Source: an optimization exercise on an open RTL-to-GDS flow (aim: small area, a short achievable clock period and few clock cycles per item). Production flows keep margins and buffers that such runs may drop.
Where RTL was checked, it was by simulation tests only, not by an equivalence proof against the original.
No functional check of the RTL was part of run 4.
No activity file was given, so power comes from the tool's default toggle rates.

==> flow/design.v, too long to show whole: its modules and the start of the top module <==
// module exp_gain_rom: 1034 lines
// module ascale_rom: 2058 lines
// module pan_att_rom: 186 lines
// module mul_am: 248 lines
// module mul_eg: 358 lines
// module mul_pan: 342 lines
// module pan_volume_mixer: 133 lines
module pan_volume_mixer (
    input  wire               clk,
    input  wire               rst,           
    input  wire               in_valid,
    output wire               in_ready,
    input  wire               in_play,       
    input  wire signed [15:0] in_sample,     
    input  wire               in_am_en,      
    input  wire        [2:0]  in_am_depth,   
    input  wire        [7:0]  in_am_phase,   
    input  wire        [9:0]  in_eg_level,   
    input  wire        [3:0]  in_pan,        
    input  wire        [6:0]  in_tl,         
    output reg                out_valid,
    output reg  signed [15:0] out_l,
    output reg  signed [15:0] out_r
);
  // ...
==> flow/flow/run.sh <==
#!/bin/bash
# Own flow: the standard layout (standard.sh), with
#  - the synthesis run through flow/synth_wrap.tcl, which only swaps the ABC
#    mapping script for the area-oriented flow/area.abc (registers are mapped
#    before ABC and stay exactly as the standard synthesis makes them);
#  - Yosys's synth without its internal quick ABC pass (-noabc), so that the
#    adder extraction sees the multiplier trees' full adders as written;
#  - the port buffers as plain buf_2 cells;
#  - a denser core (45 %) and clock-tree sink clusters of up to 30 flip-flops.
# make's own output goes to flow_make.log; each ORFS step logs under orfs/logs.
set -euo pipefail
W=$(pwd)
export FLOW_WORK=$W
export FLOW_ABC_SCRIPT=$W/flow/area.abc
bash standard.sh SYNTH_SCRIPT=$W/flow/synth_wrap.tcl SYNTH_ARGS=-noabc \
  SETUP_SLACK_MARGIN=23.5 CORE_UTILIZATION=45 GPL_TIMING_DRIVEN=0 CTS_CLUSTER_SIZE=30 CTS_CLUSTER_DIAMETER=100 \
  "BUFFER_PORTS_ARGS=-buffer_cell sky130_fd_sc_hd__buf_2" finish > $W/flow_make.log 2>&1
==> flow/flow/area.abc <==
strash
dc2
strash
&get -n
&dch -f
&nf {D}
&put
==> flow/flow/synth_wrap.tcl <==
# The standard synthesis (synth_recipe.tcl, unchanged), with one difference:
# the final ABC mapping runs the area-oriented script in flow/area.abc
# instead of ORFS's delay-oriented one. Registers are mapped before ABC and
# are left exactly as the standard synthesis makes them.
proc abc {args} {
  set i [lsearch -exact $args -script]
  if {$i >= 0} {
    set args [lreplace $args $i [expr {$i + 1}] -script $::env(FLOW_ABC_SCRIPT)]
  }
  yosys abc {*}$args
}
source $::env(FLOW_WORK)/synth_recipe.tcl
==> flow/standard.sh <==
#!/bin/bash
# synth_recipe.tcl (not shown) runs the flow's synth.tcl, then flattens the netlist and writes it again
# the make line also repeats each setting of config.mk as NAME=value (left out here)
make -C /OpenROAD-flow-scripts/flow DESIGN_CONFIG=/design/flow/config.mk WORK_HOME=/design/flow/orfs CLKGATE_MAP_FILE= SYNTH_SCRIPT=/design/flow/synth_recipe.tcl "${@:-finish}"
==> flow/config.mk <==
export PLATFORM = sky130hd
export DESIGN_NAME = pan_volume_mixer
export DESIGN_NICKNAME = pan_volume_mixer
export VERILOG_FILES = /design/flow/design.v
export SDC_FILE = /design/flow/constraint.sdc
export NUM_CORES = 4
export LEC_CHECK = 0
export CAP_MARGIN = 20
export CORE_MARGIN = 2
export CORE_UTILIZATION = 40
export SLEW_MARGIN = 20
export SYNTH_MEMORY_MAX_BITS = 65536
==> flow/constraint.sdc <==
create_clock -name core_clock -period 30.0 [get_ports {clk}]
set_input_delay 6.0000 -clock core_clock [delete_from_list [all_inputs] [get_ports {clk}]]
set_output_delay 6.0000 -clock core_clock [all_outputs]
set_load 0.01 [all_outputs]
==> run_results.csv, run 1 <==
group,metric,value,unit
timing,holdWs,0.323,ns
worst_setup_path,rrSetupSlack,23.83,ns
worst_setup_path,path_class,"flop to primary output",
routing,viasPerCell,6.27,
power_and_ir_drop,power.switching,0.00194,W
cells_and_area,antennaDiodeCount,2,
global_route,use_met1,0.402,
worst_setup_path,crit_family,"flip-flops",
global_route,antenna_found_initial,1,
synth,synth_area_leaders,"fa_1 18%, dfxtp_1 17%, xnor2_1 8.4%",
power_and_ir_drop,swShare,0.492,
synth,avgSynthCellArea,8.35,sq um
cells_and_area,area_growth,12.4,%
timing,final.setup_skew,0.0212,ns
cells_and_area,clk_share,0.0201,
worst_setup_path,reg2reg_to,"acc_l[20]",
status,status,"finished clean",
synth,synth_top_cells_by_count,"428 x nand2_1, 344 x a21oi_1, 305 x o21ai_0",
timing,rsz0062_at_grt,"true",
routing,routed.top_layer,"met4",
worst_setup_path,crit_chain,"buf_6",
global_route,gr-max-usage-layer,"met2",
routing,met3_length,8610,um
synth,synth_most_common_cell,"nand2_1",
cells_and_area,largestRegisters,"acc_l (21), acc_r (21), s_eg3 (18)",
routing,drc,0,
cts,h-tree-depth,1,
global_route,grt_usage,0.291,
cts,clock_latency,0.57,ns
min_path,hp-class,"flop to flop",
Testbench counts, summed over its fixed seeds: cycles 35,888, slots 35,840.
==> run 2: changes to the inputs <==
--- a/flow/flow/run.sh
+++ b/flow/flow/run.sh
@@ -13,5 +13,5 @@
 export FLOW_WORK=$W
 export FLOW_ABC_SCRIPT=$W/flow/area.abc
 bash standard.sh SYNTH_SCRIPT=$W/flow/synth_wrap.tcl SYNTH_ARGS=-noabc \
-  SETUP_SLACK_MARGIN=23.5 CORE_UTILIZATION=45 GPL_TIMING_DRIVEN=0 CTS_CLUSTER_SIZE=30 CTS_CLUSTER_DIAMETER=100 \
+  SETUP_SLACK_MARGIN=23.1 CORE_UTILIZATION=45 CTS_CLUSTER_SIZE=30 CTS_CLUSTER_DIAMETER=100 \
   "BUFFER_PORTS_ARGS=-buffer_cell sky130_fd_sc_hd__buf_2" finish > $W/flow_make.log 2>&1
==> run 2 against run 1 <==
Against the previous run:
- clock skew increased by 0.023 ns
- cell count increased by 0.61%
- count of clock-buffer cells in the layout is 2 higher
- synthesized cell count is the same
- setup slack is essentially flat
- power fell by 1.1%
- clock power is 9.2% higher
- sequential power is 19% lower
- largest cell class unchanged
- via count rose by 0.53%
- combinational power up 2%
- non-clock buffer count up 25
==> run_results.csv, run 2 <==
group,metric,value,unit
job,cap_viol_max_count,0,
timing,tightest_slew,1.10,ns
timing,max_freq,142,MHz
cts,cts_max_path_buffers,3,
worst_setup_path,end_kind,"primary output",
cts,clk_transition_reported_paths,0.11,ns
global_route,grt_pass1_vias,29433,
timing,maxSlewViolCount,0,
worst_setup_path,path_class,"flop to primary output",
synth,synth_cells,3761,
routing,drc,0,
timing,finalHoldViolations,0,
global_route,overflow,0,
die,die_area,0.0720,sq mm
routing,postRouteAntennaNets,0,
power_and_ir_drop,combPwrFrac,0.764,
die,die_w,268,um
power_and_ir_drop,leakage,13.9,nW
synth,async_flop_share,0,
synth,synth_area_leaders,"fa_1 18%, dfxtp_1 17%, xnor2_1 8.4%",
synth,synthDistinctLibCells,66,
cells_and_area,layout-drive-gt1-share,0.0749,
cts,tritoncts,"yes",
worst_setup_path,r2r_cells,25,
min_path,hp-class,"flop to flop",
global_route,antenna_found_initial,3,
timing,finalCritPeriodShare,0.236,
timing,fin_crit,7.07,ns
die,io_pins,87,
cells_and_area,nFillCells,6700,
synth,ys.flop_type,"dfxtp_1",
global_route,grt_max_degree,77,
timing,rsz0062_at_grt,"true",
cts,clock-root-buffer,"clkbuf_16",
placement,port_buffers,85,
worst_setup_path,crit_arrival,1.07,ns
die,die_y,268,um
cells_and_area,final_core_util,0.510,
worst_setup_path,crit_family,"flip-flops",
routing,viasPerCell,6.26,
power_and_ir_drop,power.switching,0.00192,W
synth,synth_most_common_cell,"nand2_1",
timing,max_slew_margin,0.263,
synth,yosysSeqAreaShare,0.167,
cts,cts_buffers,20,
power_and_ir_drop,ir_drop,80.9,uV
synth,synth_warnings,4,
synth,netlist_area,0.0314,sq mm
min_path,hold_path_depth,0,
placement,hpwl,75100,um
power_and_ir_drop,swShare,0.491,
cts,h-tree-depth,1,
worst_setup_path,crit_chain,"buf_6",
routing,wire_per_inst,21.2,um
timing,setup_tns,0,ns
cells_and_area,final_common_cell,"nand2_1",
synth,synth_top_cell_by_area,"fa_1",
worst_setup_path,crit_cells,1,
cells_and_area,final_nets,4537,
cts,cts_hold_buf,0,
timing,finalSetupViolCount,0,
routing,wirelength,105000,um
global_route,grt_usage,0.284,
cells_and_area,layout_common_cells,"427 x nand2_1, 336 x a21oi_1, 300 x xnor2_1",
routing,drt_pass1_iterations,10,
cts,clock_latency,0.59,ns
placement,globalplace.congestion,1.02,
worst_setup_path,startpoint_type,"flop",
power_and_ir_drop,pwr-share-seq,0.154,
power_and_ir_drop,power.density,111,mW/mm^2
synth,synth_edf_count,0,
timing,final.setup_skew,0.0444,ns
worst_setup_path,crit_required,24.00,ns
synth,syn-num-nets,4307,
worst_setup_path,slowest_delay,0.38,ns
die,core-area,0.0688,sq mm
worst_setup_path,path_buf_inv,1,
synth,avgSynthCellArea,8.35,sq um
cells_and_area,area_growth,11.7,%
worst_setup_path,crit_path_top_delay_cell,"dfxtp_4",
routing,first_iter_violations,4005,
synth,synth_top_area_share,0.183,
die,rows,96,
routing,vias,30915,
cts,clkSinkCount,262,
synth,ys_seq_elements,262,
global_route,grt_pass1_wl,165000,um
status,status,"finished clean",
worst_setup_path,crit_fanout,1,
power_and_ir_drop,p_clk_frac,0.082,
power_and_ir_drop,p_int,0.00199,W
synth,synth_top_cells_by_count,"428 x nand2_1, 344 x a21oi_1, 305 x o21ai_0",
die,initial_utilization,0.457,
cells_and_area,largestRegisters,"acc_l (21), acc_r (21), s_eg3 (18)",
## run 2: cell types whose count changed in the layout (fill, tap and decap cells not counted), sizes merged
cell / before / now
nor2b: 82 / 83
clkinv: 94 / 97
o21ai: 305 / 306
inv: 7 / 6
clkbuf: 20 / 22
buf: 184 / 209
diode: 2 / 1
## run 2: timing repair
action,4_1_cts,5_1_grt
gates resized for setup,34,60
setup buffers,4,17
endpoints found under the hold margin,0,0
gates cloned,0,2
pin swaps,1,5
setup endpoints to repair,58,47
## run 2: worst paths after layout
| path | startpoint | endpoint | slack (ns) |
|---|---|---|---|
| max | out_l[15] | out_l[15] | 22.93 |
| min reg2reg | eg0[0] | eg1[0] | 0.30 |
| min | eg0[0] | eg1[0] | 0.30 |
| max reg2reg | pan_r3[5] | acc_r[20] | 23.54 |
## run 2: layer usage
layer / wire length (um) / up-vias / track usage
li1: - / 14311 / -
met3: 9270 / 337 / 0.0443
met1: 44400 / 14596 / 0.389
met2: 46800 / 1671 / 0.456
met4: 4050 / 0 / 0.0950
met5: 0 / - / 0
## run 2: logic make-up (layout without fill, tap and decap cells)
group,Yosys count,count (layout),synth area share
xor gates and xnor gates,369,369,0.103
buffers and inverters,92,334,0.0111
muxes,11,11,0.00378
other,1,2,0.000119
DFF,262,262,0.167
adders and majority gates,493,493,0.265
AOI/OAI and AO/OA,1360,1361,0.277
and+or+nand+nor,1173,1174,0.173
## run 2: power groups by stage
stage,Clock (W),Combinational (W),Sequential [W]
floorplan,0,0.00222,0.000653
global placement,0,0.00289,0.000606
detailed placement,0,0.00294,0.000603
CTS,0.000334,0.00297,0.000598
global route,0.000346,0.00340,0.000614
finish,0.000321,0.00299,0.000602
## run 2: area by class of cell
| type | instances | area, sq um | area share |
|---|---|---|---|
| antenna | 1 | 2.50 | 0.0000713 |
| tap | 931 | 1160 | 0.0332 |
| multi-input combinational | 3409 | 26000 | 0.740 |
| sequential | 262 | 5300 | 0.151 |
| inverter | 89 | 334 | 0.00952 |
| clock buffer | 22 | 529 | 0.0151 |
| timing repair buffer | 209 | 1520 | 0.0432 |
| clock inverter | 14 | 287 | 0.00816 |
## run 2: through the flow
stage               power (W)  cell area [sq um]  worst slack (ns)  instances  hold slack (ns)
global placement      0.00349              33800             22.29       4877            0.310
global route          0.00436              35100             22.90       4937            0.297
CTS                   0.00390              34700             22.90       4917            0.301
finish                0.00391              35100             22.93       4937            0.298
floorplan             0.00287              31400             23.01       3761            0.310
detailed placement    0.00354              33800             22.18       4877            0.312
==> run 3: changes to the inputs <==
--- a/flow/flow/run.sh
+++ b/flow/flow/run.sh
@@ -13,5 +13,5 @@
 export FLOW_WORK=$W
 export FLOW_ABC_SCRIPT=$W/flow/area.abc
 bash standard.sh SYNTH_SCRIPT=$W/flow/synth_wrap.tcl SYNTH_ARGS=-noabc \
-  SETUP_SLACK_MARGIN=23.1 CORE_UTILIZATION=45 CTS_CLUSTER_SIZE=30 CTS_CLUSTER_DIAMETER=100 \
+  SETUP_SLACK_MARGIN=23.5 CORE_UTILIZATION=45 CTS_CLUSTER_SIZE=30 CTS_CLUSTER_DIAMETER=100 \
   "BUFFER_PORTS_ARGS=-buffer_cell sky130_fd_sc_hd__buf_2" finish > $W/flow_make.log 2>&1
==> run 3 against run 2 <==
Against the previous run:
- global-route usage is 0.45 points higher
- clock skew is 0.014 ns lower
- non-clock buffer count is 2 lower
- wire length is 2.0% higher
- first-iteration DRC count is 7.5% lower
- critical endpoint is now out_l[7]
- clock power is 1% lower
- count of clock-buffer cells in the layout stayed put
- largest power group unchanged
- highest routed layer unchanged
==> run_results.csv, run 3 <==
group,metric,value,unit
status,status,"finished clean",
cells_and_area,final_common_cell,"nand2_1",
timing,fin_ws,22.94,ns
power_and_ir_drop,leakage,14.0,nW
synth,ys_seq_elements,262,
worst_setup_path,crit_arrival,1.06,ns
worst_setup_path,reg2reg_to,"acc_r[20]",
min_path,holdCritStartpoint,"eg0[5]",
routing,wire_per_inst,21.6,um
routing,drc,0,
die,initial_utilization,0.457,
routing,met3_length,9070,um
timing,max_freq,142,MHz
worst_setup_path,path_class,"flop to primary output",
cts,clock-root-buffer,"clkbuf_16",
cells_and_area,area_growth,12.0,%
placement,dp_slack,22.46,ns
min_path,hp-class,"flop to flop",
power_and_ir_drop,p_total,0.00395,W
routing,first_iter_violations,3705,
global_route,antenna_found_initial,4,
synth,avgSynthCellArea,8.35,sq um
synth,synth_area_leaders,"fa_1 18%, dfxtp_1 17%, xnor2_1 8.4%",
timing,maxSlewViolCount,0,
cells_and_area,layout_common_cells,"428 x nand2_1, 326 x a21oi_1, 299 x xnor2_1",
timing,rsz0062_at_grt,"true",
placement,globalplace.congestion,1.03,
timing,max_slew_margin,0.234,
cells_and_area,final_nets,4533,
die,die_area,0.0720,sq mm
routing,drt_pass1_iterations,6,
cts,cts_buffers,20,
synth,ys.flop_type,"dfxtp_1",
placement,hpwl,76600,um
die,core-area,0.0688,sq mm
cts,clk_transition_reported_paths,0.09,ns
min_path,min_to,"eg1[5]",
global_route,grt_pass1_wl,167000,um
timing,finalSetupViolCount,0,
cells_and_area,layout-drive-gt1-share,0.0805,
cts,cts_max_path_buffers,3,
worst_setup_path,timing.rr.start,"pan_r3[1]",
global_route,grt_usage,0.289,
cells_and_area,final_core_util,0.511,
power_and_ir_drop,ir_drop,76.9,uV
synth,synthDistinctLibCells,66,
worst_setup_path,crit_chain,"buf_6",
worst_setup_path,path_buf_inv,1,
worst_setup_path,crit_path_top_delay_cell,"dfxtp_4",
timing,fin_crit,7.06,ns
worst_setup_path,slowest_delay,0.37,ns
die,io_pins,87,
timing,finalCritPeriodShare,0.235,
min_path,hold_path_depth,0,
synth,synth_most_common_cell,"nand2_1",
worst_setup_path,end_kind,"primary output",
global_route,overflow,0,
routing,viasPerCell,6.26,
cells_and_area,largestRegisters,"acc_l (21), acc_r (21), s_eg3 (18)",
global_route,grt_max_degree,70,
global_route,grt_pass1_vias,29304,
die,die_w,268,um
routing,postRouteAntennaNets,0,
die,die_y,268,um
synth,synth_warnings,4,
synth,netlist_area,0.0314,sq mm
synth,synth_top_cells_by_count,"428 x nand2_1, 344 x a21oi_1, 305 x o21ai_0",
synth,synth_top_area_share,0.183,
routing,wl_met1,45700,um
timing,final.setup_skew,0.0306,ns
worst_setup_path,startpoint_type,"flop",
synth,synth_edf_count,0,
power_and_ir_drop,power.density,112,mW/mm^2
placement,port_buffers,85,
timing,finalHoldViolations,0,
worst_setup_path,crit_fanout,1,
cts,tritoncts,"yes",
worst_setup_path,rrSetupSlack,23.77,ns
timing,tightest_slew,1.12,ns
worst_setup_path,crit_required,24.00,ns
die,rows,96,
routing,wirelength,107000,um
synth,synth_top_cell_by_area,"fa_1",
routing,vias,30896,
cts,h-tree-depth,1,
cts,clock_latency,0.59,ns
synth,async_flop_share,0,
cts,clkSinkCount,262,
synth,syn-num-nets,4307,
synth,synth_cells,3761,
timing,setup_tns,0,ns
routing,routed.top_layer,"met4",
synth,yosysSeqAreaShare,0.167,
routing,met2_length,47600,um
job,cap_viol_max_count,0,
worst_setup_path,crit_family,"flip-flops",
worst_setup_path,r2r_cells,21,
## run 3: cell counts after synthesis
No cell type changed its count.
## run 3: what timing repair did
action | 4_1_cts | 5_1_grt
endpoints found under the setup margin | 58 | 51
pin swaps | 8 | 12
hold buffers | 0 | 0
gates resized for setup | 56 | 55
buffers inserted | 26 | 9
## run 3: logic make-up (layout without fill, tap and decap cells)
| family | count (synthesis) | in the layout | share of synthesized area |
|---|---|---|---|
| compound gates | 1360 | 1360 | 0.277 |
| xor+xnor | 369 | 369 | 0.103 |
| fa+ha+maj | 493 | 493 | 0.265 |
| buf+inv | 92 | 331 | 0.0111 |
| flops | 262 | 262 | 0.167 |
| mux | 11 | 11 | 0.00378 |
| other cells | 1 | 2 | 0.000119 |
| simple gates | 1173 | 1173 | 0.173 |
## run 3: layer usage
layer  vias up  global-route usage
li1      14320                   -
met3       328              0.0492
met1     14690               0.396
met4         0              0.0963
met2      1558               0.460
met5         -                   0
## run 3: area by class of cell
| type | count | area [sq um] |
|---|---|---|
| inverter | 89 | 334 |
| tap | 931 | 1160 |
| clock buffer | 22 | 539 |
| fill | 6734 | 33600 |
| sequential | 262 | 5340 |
| antenna | 1 | 2.50 |
| multi-input combinational | 3407 | 26100 |
| timing repair buffer | 207 | 1520 |
| clock inverter | 13 | 248 |
## run 3: worst max-delay path by stage
stage | startpoint | end | depth (start not counted)
floorplan | pan_l3[3] | acc_l[20] | 27
detailed placement | pan_r3[1] | acc_r[20] | 24
global route | out_valid | out_valid | 1
CTS | out_l[7] | out_l[7] | 1
global placement | pan_r3[1] | acc_r[20] | 24
finish | out_l[7] | out_l[7] | 1
## run 3: metrics by stage
| step | std cells | hold WS [ns] | area (sq um) |
|---|---|---|---|
| floorplan | 3761 | 0.310 | 31500 |
| detailed placement | 4861 | 0.312 | 33700 |
| finish | 4932 | 0.327 | 35200 |
| global route | 4932 | 0.337 | 35200 |
| global placement | 4861 | 0.309 | 33700 |
| CTS | 4922 | 0.329 | 34900 |
## run 3: power by group
part           switching [W]  internal, W
logic                0.00165      0.00138
registers           0.000113     0.000493
clock network       0.000170     0.000147
==> module pan_volume_mixer, before the edit <==
module pan_volume_mixer (
    input  wire               clk,
    input  wire               rst,           
    input  wire               in_valid,
    output wire               in_ready,
    input  wire               in_play,       
    input  wire signed [15:0] in_sample,     
    input  wire               in_am_en,      
    input  wire        [2:0]  in_am_depth,   
    input  wire        [7:0]  in_am_phase,   
    input  wire        [9:0]  in_eg_level,   
    input  wire        [3:0]  in_pan,        
    input  wire        [6:0]  in_tl,         
    output reg                out_valid,
    output reg  signed [15:0] out_l,
    output reg  signed [15:0] out_r
);
    localparam NUM_VOICES = 28;
    assign in_ready = 1'b1;
    reg               v0;
    reg               play0;
    reg signed [15:0] smp0;
    reg        [2:0]  depth0;
    reg        [7:0]  wave0;      
    reg        [9:0]  eg0;
    reg        [3:0]  pan0;
    reg        [6:0]  tl0;
    always @(posedge clk) begin
        v0     <= in_valid && !rst;
        play0  <= in_play && in_valid;
        smp0   <= in_sample;
        depth0 <= in_am_en ? in_am_depth : 3'd0;
        wave0  <= in_am_phase[7] ? {in_am_phase[6:0], 1'b0} : ~{in_am_phase[6:0], 1'b0};
        eg0    <= in_eg_level;
        pan0   <= in_pan;
        tl0    <= in_tl;
    end
    wire [8:0] ascale;
    ascale_rom u_ascale (.addr({depth0, wave0}), .data(ascale));
    reg               v1;
    reg               play1;
    reg signed [15:0] smp1;
    reg        [8:0]  ascale1;
    reg        [9:0]  eg1;
    reg        [3:0]  pan1;
    reg        [6:0]  tl1;
    always @(posedge clk) begin
        v1      <= v0 && !rst;
        play1   <= play0;
        smp1    <= smp0;
        ascale1 <= ascale;
        eg1     <= eg0;
        pan1    <= pan0;
        tl1     <= tl0;
    end
    wire [15:0] s_am;            
    mul_am u_mul_am (.s(smp1), .b(ascale1), .y(s_am));
    wire [11:0] gain;
    exp_gain_rom u_gain (.addr(eg1), .data(gain));
    reg               v2;
    reg               play2;
    reg        [15:0] s_am2;
    reg        [11:0] gain2;
    reg        [3:0]  pan2;
    reg        [6:0]  tl2;
    always @(posedge clk) begin
        v2    <= v1 && !rst;
        play2 <= play1;
        s_am2 <= s_am;
        gain2 <= gain;
        pan2  <= pan1;
        tl2   <= tl1;
    end
    wire [17:0] s_eg;
    mul_eg u_mul_eg (.s(s_am2), .b(gain2), .y(s_eg));
    wire [2:0] att_l  = (pan2 >= 4'd1 && pan2 <= 4'd6) ? pan2[2:0] : 3'd0;
    wire [2:0] att_r  = (pan2 >= 4'd10) ? 3'd0 - pan2[2:0] : 3'd0;    
    wire       mute_l = !play2 || pan2 == 4'd7 || pan2 == 4'd8;
    wire       mute_r = !play2 || pan2 == 4'd8 || pan2 == 4'd9;
    wire [7:0]  idx_l = {1'b0, tl2} + {2'b0, att_l, 3'b0};
    wire [7:0]  idx_r = {1'b0, tl2} + {2'b0, att_r, 3'b0};
    wire [10:0] tab_l, tab_r;
    pan_att_rom u_pan_l (.addr(idx_l), .data(tab_l));
    pan_att_rom u_pan_r (.addr(idx_r), .data(tab_r));
    reg               v3;
    reg        [17:0] s_eg3;
    reg        [10:0] pan_l3, pan_r3;
    always @(posedge clk) begin
        v3     <= v2 && !rst;
        s_eg3  <= s_eg;
        pan_l3 <= mute_l ? 11'd0 : tab_l;
        pan_r3 <= mute_r ? 11'd0 : tab_r;
    end
    reg         [4:0]  slot;
    reg                first;     
    reg         [20:0] acc_l, acc_r;
    reg                done4;
    wire [20:0] base_l = first ? 21'd0 : acc_l;
    wire [20:0] base_r = first ? 21'd0 : acc_r;
    wire [20:0] sum_l, sum_r;
    mul_pan u_mul_l (.s(s_eg3), .b(pan_l3), .c(base_l), .y(sum_l));
    mul_pan u_mul_r (.s(s_eg3), .b(pan_r3), .c(base_r), .y(sum_r));
    always @(posedge clk) begin
        acc_l <= sum_l;
        acc_r <= sum_r;
    end
    always @(posedge clk) begin
        if (rst) begin
            slot  <= 5'd0;
            first <= 1'b1;
            done4 <= 1'b0;
        end else begin
            done4 <= v3 && slot == NUM_VOICES - 1;
            if (v3) begin
                first <= slot == NUM_VOICES - 1;
                slot  <= (slot == NUM_VOICES - 1) ? 5'd0 : slot + 5'd1;
            end
        end
    end
    function automatic [15:0] sat16(input [20:0] v);
        if (!v[20] && v[19:15] != 5'd0)
            sat16 = 16'h7fff;
        else if (v[20] && v[19:15] != 5'h1f)
            sat16 = 16'h8000;
        else
            sat16 = v[15:0];
    endfunction
    always @(posedge clk) begin
        out_valid <= done4 && !rst;
        out_l     <= sat16(acc_l);
        out_r     <= sat16(acc_r);
    end
endmodule
==> run 4: changes to the inputs <==
--- a/flow/design.v
+++ b/flow/design.v
@@ -4320,40 +4320,39 @@
     reg         [4:0]  slot;
     reg                first;     
     reg         [20:0] acc_l, acc_r;
-    reg                done4;
+    wire        last   = v3 && slot == NUM_VOICES - 1;
     wire [20:0] base_l = first ? 21'd0 : acc_l;
     wire [20:0] base_r = first ? 21'd0 : acc_r;
     wire [20:0] sum_l, sum_r;
     mul_pan u_mul_l (.s(s_eg3), .b(pan_l3), .c(base_l), .y(sum_l));
     mul_pan u_mul_r (.s(s_eg3), .b(pan_r3), .c(base_r), .y(sum_r));
+    function automatic [15:0] sat16(input [20:0] v);
+        if (!v[20] && v[19:15] != 5'd0)
+            sat16 = 16'h7fff;
+        else if (v[20] && v[19:15] != 5'h1f)
+            sat16 = 16'h8000;
+        else
+            sat16 = v[15:0];
+    endfunction
     always @(posedge clk) begin
-        acc_l <= sum_l;
-        acc_r <= sum_r;
+        acc_l <= last ? {sum_l[20:16], sat16(sum_l)} : sum_l;
+        acc_r <= last ? {sum_r[20:16], sat16(sum_r)} : sum_r;
     end
     always @(posedge clk) begin
         if (rst) begin
-            slot  <= 5'd0;
-            first <= 1'b1;
-            done4 <= 1'b0;
+            slot      <= 5'd0;
+            first     <= 1'b1;
+            out_valid <= 1'b0;
         end else begin
-            done4 <= v3 && slot == NUM_VOICES - 1;
+            out_valid <= last;
             if (v3) begin
                 first <= slot == NUM_VOICES - 1;
                 slot  <= (slot == NUM_VOICES - 1) ? 5'd0 : slot + 5'd1;
             end
         end
     end
-    function automatic [15:0] sat16(input [20:0] v);
-        if (!v[20] && v[19:15] != 5'd0)
-            sat16 = 16'h7fff;
-        else if (v[20] && v[19:15] != 5'h1f)
-            sat16 = 16'h8000;
-        else
-            sat16 = v[15:0];
-    endfunction
-    always @(posedge clk) begin
-        out_valid <= done4 && !rst;
-        out_l     <= sat16(acc_l);
-        out_r     <= sat16(acc_r);
+    always @(*) begin
+        out_l = acc_l[15:0];
+        out_r = acc_r[15:0];
     end
 endmodule
==> flow/flow/area.abc (replaced) <==
strash
dc2
strash
&get -n
&dch -f
&nf
&put
==> run 4 against run 3 <==
Against the previous run:
- synthesized cell count rose by 1.4%
- sequential share of layout area fell by 1.9 points
- count of clock-buffer cells in the layout down 4
- first-iteration DRC count rose by 15%
- fmax down 0.98%
- power is 9.7% higher
==> run_results.csv, run 4 <==
group,metric,value,unit
worst_setup_path,end_kind,"primary output",
synth,avgSynthCellArea,8.16,sq um
worst_setup_path,crit_required,24.00,ns
power_and_ir_drop,swShare,0.504,
timing,tightest_slew,1.14,ns
worst_setup_path,crit_family,"flip-flops",
placement,dp_slack,22.71,ns
timing,finalHoldViolations,0,
routing,vias,31649,
cells_and_area,largestRegisters,"acc_l (21), acc_r (21), s_eg3 (18)",
cells_and_area,final_cells,5005,
global_route,grt_pass1_wl,169000,um
cts,tritoncts,"yes",
worst_setup_path,crit_path_top_delay_cell,"dfxtp_4",
power_and_ir_drop,ir_drop,143,uV
worst_setup_path,path_buf_inv,1,
cts,cts_buffers,17,
worst_setup_path,crit_fanout,2,
cells_and_area,antennaDiodeCount,0,
worst_setup_path,crit_arrival,1.13,ns
routing,drt_pass1_iterations,8,
placement,port_buffers,85,
timing,setup_tns,0,ns
timing,fin_crit,7.13,ns
worst_setup_path,slowest_delay,0.44,ns
cells_and_area,layout-drive-gt1-share,0.114,
synth,synthDistinctLibCells,66,
cts,cts_max_path_buffers,3,
global_route,grt_pass1_vias,29789,
die,die_area,0.0713,sq mm
cts,cts_hold_buf,0,
die,core-area,0.0686,sq mm
die,die_w,267,um
die,rows,96,
timing,max_slew_margin,0.239,
timing,final.setup_skew,0.0198,ns
synth,ys_seq_elements,229,
synth,ys.flop_type,"dfxtp_1",
cts,clk_transition_reported_paths,0.10,ns
global_route,overflow,0,
synth,synth_area_leaders,"fa_1 19%, dfxtp_1 15%, xnor2_1 8.7%",
synth,synth_top_area_share,0.185,
synth,async_flop_share,0,
synth,netlist_area,0.0311,sq mm
routing,wirelength,109000,um
status,status,"finished clean",
power_and_ir_drop,p_int,0.00215,W
power_and_ir_drop,leakage,14.2,nW
power_and_ir_drop,p_clk_frac,0.060,
cells_and_area,layout_common_cells,"458 x nand2_1, 303 x xnor2_1, 301 x nor2_1",
synth,synth_warnings,4,
die,io_pins,87,
worst_setup_path,startpoint_type,"flop",
timing,finalCritPeriodShare,0.238,
routing,first_iter_violations,4267,
die,die_y,267,um
min_path,hp-class,"flop to flop",
power_and_ir_drop,power.switching,0.00218,W
placement,globalplace.congestion,1.01,
routing,viasPerCell,6.32,
synth,synth_top_cells_by_count,"460 x nand2_1, 308 x a21oi_1, 308 x xnor2_1",
cts,h-tree-depth,1,
placement,hpwl,78300,um
placement,dp.cells,4860,
cts,clock_latency,0.55,ns
worst_setup_path,path_class,"flop to primary output",
global_route,grt_usage,0.296,
routing,postRouteAntennaNets,0,
synth,synth_edf_count,0,
synth,yosysSeqAreaShare,0.147,
synth,syn-num-nets,4360,
worst_setup_path,crit_chain,"buf_6",
timing,rsz0062_at_grt,"true",
cts,clkSinkCount,229,
timing,fin_ws,22.87,ns
cts,clock-root-buffer,"clkbuf_16",
synth,synth_cells,3814,
die,initial_utilization,0.454,
power_and_ir_drop,pwr-share-seq,0.140,
job,cap_viol_max_count,0,
timing,maxSlewViolCount,0,
timing,finalSetupViolCount,0,
routing,drc,0,
global_route,antenna_found_initial,0,
cells_and_area,final_common_cell,"nand2_1",
cells_and_area,final_nets,4609,
power_and_ir_drop,combPwrFrac,0.800,
synth,synth_top_cell_by_area,"fa_1",
cells_and_area,area_growth,14.3,%
global_route,grt_max_degree,88,
power_and_ir_drop,power.density,122,mW/mm^2
synth,synth_most_common_cell,"nand2_1",
routing,wire_per_inst,21.9,um
timing,max_freq,140,MHz
cells_and_area,nFillCells,6573,
run 4: cells by family after synthesis:
group           share of synthesized area
mux                               0.00418
flops                               0.147
other cells                      0.000120
fa+ha+maj                           0.268
xor+xnor                            0.103
buf+inv                            0.0193
compound gates                      0.272
simple gates                        0.187
run 4: final cells by class:
class,count,area [sq um],area share
sequential,229,4730,0.133
inverter,94,353,0.00992
tap,931,1160,0.0327
clock inverter,12,186,0.00524
multi-input combinational,3459,26600,0.749
clock buffer,18,429,0.0121
timing repair buffer,262,2080,0.0584
run 4: layer usage:
metal | GRT usage | up-vias | routed length [um]
li1 | - | 14480 | -
met1 | 0.397 | 15058 | 44900
met2 | 0.478 | 1723 | 49700
met3 | 0.0394 | 388 | 9310
met4 | 0.131 | 0 | 5570
met5 | 0 | - | 0
run 4: worst paths after layout:
check / startpoint / end / slack (ns) / depth (start not counted)
setup / recovery: acc_r[15] / out_r[15] / 22.87 / 1
hold / removal: eg0[2] / eg1[2] / 0.32 / 0
hold reg to reg: eg0[2] / eg1[2] / 0.32 / 0
setup reg to reg: pan_l3[1] / acc_l[10] / 23.68 / 28
run 4: per-stage QoR:
stage                     power, W  hold WS, ns  area (sq um)  utilization
final                      0.00433        0.324         35600        0.519
after global routing       0.00480        0.333         35600        0.519
after CTS                  0.00422        0.329         34900        0.509
after detailed placement   0.00382        0.312         33300        0.485
after global placement     0.00381        0.310         33300        0.485
after floorplan            0.00308        0.310         31400            -
run 4: timing repair:
action	CTS	global route
gates resized for setup	123	72
setup buffers	73	39
pin swaps	29	74
cloned	0	2
endpoints found under the setup margin	77	74
run 4: power groups by stage:
stage / Sequential (W) / Clock, W / Combinational [W]
after CTS: 0.000601 / 0.000270 / 0.00335
after global placement: 0.000606 / 0 / 0.00320
after floorplan: 0.000574 / 0 / 0.00251
final: 0.000605 / 0.000259 / 0.00347
after global routing: 0.000617 / 0.000282 / 0.00391
after detailed placement: 0.000602 / 0 / 0.00321

-- what the ideal ports hide --
How much do the figures lean on ideal ports? The routed layouts below were timed once more, with nothing changed but the port constraints.
Step 1 assumes that a clkbuf_16 drives the clock port and a buf_2 every other input.
Step 2 also shifts input and output timing later by t, the mid clock arrival at the registers, as if the neighbouring blocks saw the same clock.
Slacks: ideal / step 1 / step 2; pairs: ideal / step 1.
| run | t (ns) | slack for setup (ns) | worst setup path after step 2 |
|---|---|---|---|
| run 1 | 0.635 | 22.935 / 22.866 / 23.344 | input to register |
| run 2 | 0.637 | 22.934 / 22.865 / 23.329 | input to register |
| run 3 | 0.654 | 22.943 / 22.871 / 23.338 | input to register |
| run 4 | 0.612 | 22.874 / 22.805 / 23.278 | input to register |
After both steps setup and hold are still met in every run listed.
